Context: an optimization exercise on an open-source flow, tuned for small area. The choices shown serve that exercise and are no tape-out recipe. In this exercise RTL edits were held to simulation tests only and were not proved equivalent to the original. Power is estimated from default activity; no workload was simulated.

Design upxl_encoder, start of the top module:
module upxl_encoder (
  input  wire        clk,
  input  wire        rst,
  input  wire        cmd_valid,
  output wire        cmd_ready,
  input  wire [1:0]  cmd_kind,
  input  wire [7:0]  cmd_chan,
  input  wire [7:0]  cmd_order,
  input  wire        cmd_nelem4,
  input  wire [7:0]  cmd_bright,
  input  wire [31:0] cmd_freq,
  input  wire [15:0] cmd_npix,
  input  wire        pix_valid,
  output wire        pix_ready,
  input  wire [31:0] pix_color,
  output wire        out_valid,
  input  wire        out_ready,
  output wire [31:0] out_data,
  output wire [2:0]  out_nbytes,
  output wire        out_last,
  output wire        done,
  output wire [2:0]  done_flags,
  output wire [11:0] done_len
);
  localparam [2:0] S_IDLE = 3'd0, S_PRE = 3'd1, S_FLUSH = 3'd2, S_DONE = 3'd3,
                   S_HDR = 3'd4, S_PIX = 3'd5, S_CRC = 3'd6, S_TAIL = 3'd7;
  localparam [31:0] W0  = 32'h4C585055;
  ...
For scale: ~560 cells after synthesis, roughly 130 flip-flops, roughly 170 I/O pins, roughly 5200 um2 of cells after synthesis.
==> flow/config.mk <==
export PLATFORM = sky130hd
export DESIGN_NAME = upxl_encoder
export DESIGN_NICKNAME = upxl_encoder
export VERILOG_FILES = /design/flow/design.v
export SDC_FILE = /design/flow/constraint.sdc
export NUM_CORES = 4
export LEC_CHECK = 0
export CAP_MARGIN = 20
export CORE_MARGIN = 2
export CORE_UTILIZATION = 40
export PLACE_DENSITY = 0.6
export SLEW_MARGIN = 20
==> flow/constraint.sdc <==
create_clock -name core_clock -period 5.0 [get_ports {clk}]
set_input_delay 1.0000 -clock core_clock [delete_from_list [all_inputs] [get_ports {clk}]]
set_output_delay 1.0000 -clock core_clock [all_outputs]
set_load 0.01 [all_outputs]
standard.sh (not shown) runs the stock make flow with config.mk's settings and CLKGATE_MAP_FILE= SYNTH_SCRIPT=/design/flow/synth_recipe.tcl, a recipe that flattens the netlist after the stock synthesis.
==> flow/flow/run.sh <==
#!/bin/bash
# Own layout flow: the standard layout (standard.sh) with these changes:
#  2. the port buffers are the smallest buffer (buf_1);
#  3. clock tree: small leaf buffers and no dummy loads (CTS_ARGS).
# Each tool's output goes to a log file in this folder.
set -euo pipefail
here=$(pwd)
rm -rf "$here/scripts_area"
cp -r "$FLOW_HOME/scripts" "$here/scripts_area"
cp "$here/flow/abc_area.script" "$here/scripts_area/abc_speed.script"
SCRIPTS_DIR="$here/scripts_area" bash standard.sh synth > "$here/synth_run.log" 2>&1
export BUFFER_PORTS_ARGS="-buffer_cell sky130_fd_sc_hd__buf_1"
export CTS_ARGS="-sink_clustering_enable -repair_clock_nets -dont_use_dummy_load -root_buf sky130_fd_sc_hd__clkbuf_8 -buf_list sky130_fd_sc_hd__clkbuf_8 -sink_clustering_size 40 -sink_clustering_max_diameter 150 -sink_buffer_max_cap_derate 0.3"
bash standard.sh > "$here/layout_run.log" 2>&1
==> flow/flow/abc_area.script <==
strash
&get -n
&deepsyn -T 40
&dch -f
&nf -R 1000
&put
The baseline passed the timing, design-rule and antenna checks.
Edit:
--- a/flow/flow/run.sh
+++ b/flow/flow/run.sh
@@ -13 +13 @@
-export CTS_ARGS="-sink_clustering_enable -repair_clock_nets -dont_use_dummy_load -root_buf sky130_fd_sc_hd__clkbuf_8 -buf_list sky130_fd_sc_hd__clkbuf_8 -sink_clustering_size 40 -sink_clustering_max_diameter 150 -sink_buffer_max_cap_derate 0.3"
+export CTS_ARGS="-sink_clustering_enable -repair_clock_nets -dont_use_dummy_load -root_buf sky130_fd_sc_hd__clkbuf_8 -buf_list sky130_fd_sc_hd__clkbuf_4 -sink_clustering_size 40 -sink_clustering_max_diameter 150"
What happened:
- The changed run completed without violations
- non-clock buffer count stays the same
- sequential power is about the same
- wire length shrinks by 0.40%
- clock skew goes up by 16 ps
- combinational power barely changes

* * *

== build 32 ==
upxl_encoder, a different RTL version from the one above (not shown whole).
Size in the first run: roughly 580 cells after synthesis, ~140 flip-flops, about 170 I/O pins.
## upxl_encoder
module upxl_encoder (
  input  wire        clk,
  input  wire        rst,
  input  wire        cmd_valid,
  output wire        cmd_ready,
  input  wire [1:0]  cmd_kind,
  input  wire [7:0]  cmd_chan,
  input  wire [7:0]  cmd_order,
  input  wire        cmd_nelem4,
  input  wire [7:0]  cmd_bright,
  input  wire [31:0] cmd_freq,
  input  wire [15:0] cmd_npix,
  input  wire        pix_valid,
  output wire        pix_ready,
  input  wire [31:0] pix_color,
  output wire        out_valid,
  input  wire        out_ready,
  output wire [31:0] out_data,
  output wire [2:0]  out_nbytes,
  output wire        out_last,
  output wire        done,
  output wire [2:0]  done_flags,
  output wire [11:0] done_len
);
Settings: LEC_CHECK=0, CAP_MARGIN=20, CORE_MARGIN=2, CORE_UTILIZATION=40, PLACE_DENSITY=0.6, SLEW_MARGIN=20; clock period 5.0 ns.
==> flow/flow/run.sh <==
#!/bin/bash
# Own layout flow: the standard layout (standard.sh) with these changes:
#  2. the port buffers are the smallest buffer (buf_1);
#  3. clock tree: small leaf buffers and no dummy loads (CTS_ARGS).
# Each tool's output goes to a log file in this folder.
set -euo pipefail
here=$(pwd)
rm -rf "$here/scripts_area"
cp -r "$FLOW_HOME/scripts" "$here/scripts_area"
cp "$here/flow/abc_area.script" "$here/scripts_area/abc_speed.script"
SCRIPTS_DIR="$here/scripts_area" bash standard.sh synth > "$here/synth_run.log" 2>&1
export BUFFER_PORTS_ARGS="-buffer_cell sky130_fd_sc_hd__buf_1"
export CTS_ARGS="-repair_clock_nets -dont_use_dummy_load -root_buf sky130_fd_sc_hd__clkbuf_8 -buf_list sky130_fd_sc_hd__clkbuf_4"
bash standard.sh > "$here/layout_run.log" 2>&1
Scripts as last shown in full above: flow/flow/abc_area.script
Relative to build 32, the following input files were edited for build 72:
-- flow/flow/run.sh --
<<< build 32, line 13
export CTS_ARGS="-repair_clock_nets -dont_use_dummy_load -root_buf sky130_fd_sc_hd__clkbuf_8 -buf_list sky130_fd_sc_hd__clkbuf_4"
>>> build 72, line 13
export CTS_ARGS="-sink_clustering_enable -repair_clock_nets -dont_use_dummy_load -root_buf sky130_fd_sc_hd__clkbuf_8 -buf_list sky130_fd_sc_hd__clkbuf_8 -sink_clustering_size 30"
==> notes.md <==
Clock skew: build 72 lower than build 32
The run with more routed wire is build 72, not build 32.
Relative to build 32, met1 wire length increased by 0.54% in build 72.
Build 72 ends up with a achievable clock frequency that is 0.58% lower than in build 32.
As far as H-tree depth goes, build 72 and build 32 are indistinguishable; the numbers are identical.
Clock-cell share of area is lower on build 32
From build 32 to build 72 the numbers moved as follows: slew at the pin with the worst max-slew slack saw a decrease, final period demand of the worst path went up.
Between build 72 and build 32, it is build 72 whose clock network power is higher, by 33%.
Inputs modified between build 72 and build 59:
-- flow/flow/run.sh --
<<< build 72, line 13
export CTS_ARGS="-sink_clustering_enable -repair_clock_nets -dont_use_dummy_load -root_buf sky130_fd_sc_hd__clkbuf_8 -buf_list sky130_fd_sc_hd__clkbuf_8 -sink_clustering_size 30"
>>> build 59, line 13
export CTS_ARGS="-sink_clustering_enable -repair_clock_nets -dont_use_dummy_load -root_buf sky130_fd_sc_hd__clkbuf_8 -buf_list sky130_fd_sc_hd__clkbuf_4 -sink_clustering_size 40 -sink_clustering_max_diameter 150 -sink_clustering_levels 1"
Findings:
- Sequential share of layout area: higher on build 59
- ~same total instance count after detailed placement in build 59 and build 72
- Compared with build 72, in build 59 relative area of non-clock buffer cells in the final design increased by 0.16 points relative to the old numbers, placed standard-cell area closely matched the old numbers, number of global-route vias before repair closely matched the old numbers, number of iterations in the first detailed-routing pass increased by 1 relative to the old numbers, number of tap instances closely matched the old numbers.
diff inputs: build 59 => build 26
-- flow/flow/run.sh --
<<< build 59, line 13
export CTS_ARGS="-sink_clustering_enable -repair_clock_nets -dont_use_dummy_load -root_buf sky130_fd_sc_hd__clkbuf_8 -buf_list sky130_fd_sc_hd__clkbuf_4 -sink_clustering_size 40 -sink_clustering_max_diameter 150 -sink_clustering_levels 1"
>>> build 26, line 13
export CTS_ARGS="-sink_clustering_enable -repair_clock_nets -dont_use_dummy_load -root_buf sky130_fd_sc_hd__clkbuf_8 -buf_list sky130_fd_sc_hd__clkbuf_4 -sink_clustering_size 40 -sink_clustering_max_diameter 150"
Findings:
Build 26 completed every stage of the flow, and the final layout passed the timing, design-rule and antenna checks. Diff build 59 -> build 26: headroom to the max-slew limit held; cell leakage power closely matched the old numbers; area after synthesis flat; total number of placement rows did not really move. Re number of inserted diodes: no difference whatsoever between build 59 and build 26. Total global-route track usage came out exactly the same in build 59 and build 26. Delta (build 26 minus build 59): routed wire length ~0 delta, compound-cell area share of the yosys netlist ~0 delta. From build 59 to build 26, number of violations of the max-capacitance limit did not move at all.

==> port drivers added, routing unchanged <==
No port has a modelled driver above. Below, the same layouts with a new extraction and two added sets of constraints.
Step 1: set_driving_cell puts a clkbuf_16 on clk and a buf_2 on each other input, an assumption about the parent block.
Step 2 adds t to the input delays and takes it off the output delays; t is the mean of the earliest and latest rising clock arrival at the registers after step 1. Input paths then give back, and output paths get back, about the clock's delay inside the block.
Three values: ideal, step 1, step 2; two values: the first two.
run | t, ns | slack for setup (ns) | worst register clock-pin slew, ns | cell pins on the clock port's net
the first run of note 1 | 0.435 | 0.827 / 0.796 / 1.232 | 0.07 / 0.07 | 1
the second run of note 1 | 0.411 | 0.842 / 0.810 / 1.221 | 0.12 / 0.12 | 1
build 32 | 0.420 | 0.786 / 0.753 / 1.110 | 0.12 / 0.12 | 1
build 72 | 0.455 | 0.761 / 0.727 / 1.114 | 0.08 / 0.08 | 1
build 59 | 0.420 | 0.786 / 0.753 / 1.110 | 0.12 / 0.12 | 1
build 26 | 0.420 | 0.786 / 0.753 / 1.110 | 0.12 / 0.12 | 1
After both steps every run listed still meets setup and hold.
